Source: an optimization exercise on an open RTL-to-GDS flow (aim: a short achievable clock period and few clock cycles). Production flows keep margins and buffers that such runs may drop. The RTL was checked by simulation tests, not by an equivalence proof against the original design. Power is estimated from default activity; no workload was simulated.

== the baseline ==
## a362m
module a362m (
    input  wire        clk,
    input  wire        rst_n,
    input  wire        cmd_valid,
    input  wire [39:0] cmd_word,
    output reg         cmd_ready,
    output reg         done_valid,
    output reg  [2:0]  done_status,
    output reg  [15:0] rd,
    output reg  [15:0] fx,
    output reg  [15:0] fy,
    output reg  [15:0] fz,
    output reg  [15:0] ft,
    output reg  [63:0] burst_buf,
    output reg  [3:0]  bufn,
    output reg  [7:0]  want,
    output reg  [7:0]  echo,
    output reg  [2:0]  status,
    output reg  [3:0]  err,
    output reg         busy,
    output reg         cs_open,
    output reg         tx_valid,
    output reg  [7:0]  tx_byte,
    input  wire        rx_valid,
    input  wire [7:0]  rx_byte,
    input  wire        bus_fail
);
export LEC_CHECK = 0
export CAP_MARGIN = 20
export CORE_MARGIN = 2
export CORE_UTILIZATION = 40
export PLACE_DENSITY = 0.6
export SETUP_SLACK_MARGIN = 4.5
export SLEW_MARGIN = 20
export SYNTH_HIERARCHICAL = 1
create_clock -name core_clock -period 7.0 [get_ports {clk}]
standard.sh (not shown) runs the stock make flow with config.mk's settings and CLKGATE_MAP_FILE= SYNTH_SCRIPT=/design/flow/synth_recipe.tcl, a recipe that flattens the netlist after the stock synthesis.
==> flow/flow/run.sh <==
#!/bin/bash
# Own flow: the standard layout (standard synthesis unchanged), with the
# port buffers made from plain buffers (buf_4) instead of the delay cells
# buffer_ports picks by default, and cell resizing not held to footprints.
set -euo pipefail
bash standard.sh \
  "BUFFER_PORTS_ARGS=-buffer_cell sky130_fd_sc_hd__buf_4" \
  MATCH_CELL_FOOTPRINT=0 \
  finish > flow_make.log 2>&1
The baseline: full flow OK, the timing, DRC and antenna checks passed
Testbench counts of the baseline, summed over its fixed seeds: cycles 102,253.
[inputs] the candidate vs the baseline
--- a/flow/design.v
+++ b/flow/design.v
@@ -216,18 +216,14 @@
     wire ans    = frm && rx_valid && !bus_fail;        
     wire fail   = frm && bus_fail;                     
     wire fin_ok = ans && endc;                         
     wire lgo    = first && ((o_setf && zs_q && fit_q) || (o_rdf && zr_q && run_q));
     wire zdone  = first && !frm && !lgo;               
     wire done_evt = fin_ok || fail || zdone;
     wire eq     = (rx_byte == w_q);
-    wire st_vm  = fin_ok && vfy && !eq;
-    wire st_if  = zdone && lg && !dec_q;
-    wire st_upd = fail || fin_ok || zdone;             
-    wire [2:0] st_new = {zdone && !lg, st_vm || st_if, fail || st_if};
     assign hold_cs = bsy && (gap || lgo || (frm && !bus_fail && !(rx_valid && last)));
     wire lg = lg_q[0] || lg_q[1];
     wire busy_next, bsy_next;
     a362m_bsy u_bo (.rst_n(rst_n), .acc(acc), .bsy(bsy), .done(done_evt), .y(busy_next));
     a362m_bsy u_bi (.rst_n(rst_n), .acc(acc), .bsy(bsy), .done(done_evt), .y(bsy_next));
     integer i;
     always @(posedge clk) begin
@@ -325,17 +321,41 @@
             end
             if (!bsy)
                 tx_byte <= {7'b0000101, c_rdfirst};
             else if (gap)
                 tx_byte <= {7'b0000101, !d_wr};
             else if (ans && !last)
                 tx_byte <= nxt;
-            status      <= st_new | (status & {3{!st_upd}});
-            done_status <= st_new | (done_status & {3{!st_upd}});
-            err         <= err | {zdone && !lg, st_if, st_vm, fail};
+            if (fail) begin
+                done_status <= ST_TF;
+                status      <= ST_TF;
+                err[0]      <= 1'b1;
+            end else if (fin_ok) begin
+                if (vfy && !eq) begin
+                    done_status <= ST_VM;
+                    status      <= ST_VM;
+                    err[1]      <= 1'b1;
+                end else begin
+                    done_status <= ST_OK;
+                    status      <= ST_OK;
+                end
+            end else if (zdone) begin
+                if (!lg) begin
+                    done_status <= ST_IC;
+                    status      <= ST_IC;
+                    err[3]      <= 1'b1;
+                end else if (!dec_q) begin
+                    done_status <= ST_IF;
+                    status      <= ST_IF;
+                    err[2]      <= 1'b1;
+                end else begin
+                    done_status <= ST_OK;
+                    status      <= ST_OK;
+                end
+            end
             if (zdone && lg && dec_q)
                 rd <= decode(cw[7:0], cw[15:8], cw[34]);
             else if (ans && e_rd)
                 rd <= rd_new;
             if (ans && e_xyzt) begin
                 fx <= decode(rxbuf[7:0],   rxbuf[15:8],  s_bit);
                 fy <= decode(rxbuf[23:16], rxbuf[31:24], s_bit);
Notes after the runs:
The baseline → the candidate: achievable clock frequency was more or less identical; total power draw shows an increase of about 7%; synthesized area went up 0.40%; height of the die held steady; count of hold buffers inserted by post-cts repair flat. [the candidate vs the baseline] minimum clock period: higher in the candidate. Utilization was lower in the baseline than in the candidate. Area of combinational cells with multiple inputs (the candidate over the baseline): increase, 95 um^2. Between the baseline and the candidate, power drawn by the combinational cells is lower for the baseline, the candidate comes in above that. On wire length of the first global-routing pass, the candidate does worse than the baseline. Looking at final design area excluding fillers, the candidate sits above the baseline. Diff the baseline and the candidate: non-clock buffer instance count of the final layout lower in the baseline. The worst-case headroom to the max-slew limit in the candidate sits 1.3 points above the value recorded for the baseline.
Testbench counts of the candidate, summed over its fixed seeds: cycles 102,253.

[port drivers added, routing unchanged]
In the flow no input, the clock included, has a driving cell. The finished layouts below were timed again as built, in two steps. Step 1 (the two cells are an assumption about what drives the block):
set clk [get_ports {clk}]
set_driving_cell -lib_cell sky130_fd_sc_hd__clkbuf_16 $clk
set_driving_cell -lib_cell sky130_fd_sc_hd__buf_2 [delete_from_list [all_inputs] $clk]
Step 2, shift: input delay + t, output delay - t, t = (earliest + latest rising clock arrival at the registers) / 2. This alone moves slack from input paths to output paths. Three values: ideal, step 1, step 2; two values: the first two.
run | t, ns | setup WS [ns] | hold WS [ns] | slew at the worst register clock pin (ns)
the baseline | 0.592 | 4.516 / 4.463 / 3.991 | 0.446 / 0.446 / 0.446 | 0.07 / 0.07
the candidate | 0.615 | 4.512 / 4.458 / 3.962 | 0.427 / 0.427 / 0.427 | 0.06 / 0.06
After both steps every run listed still meets setup and hold. The setup slack of the candidate, which loses most, moves by -0.054 ns with the drivers and by -0.550 ns with both steps.
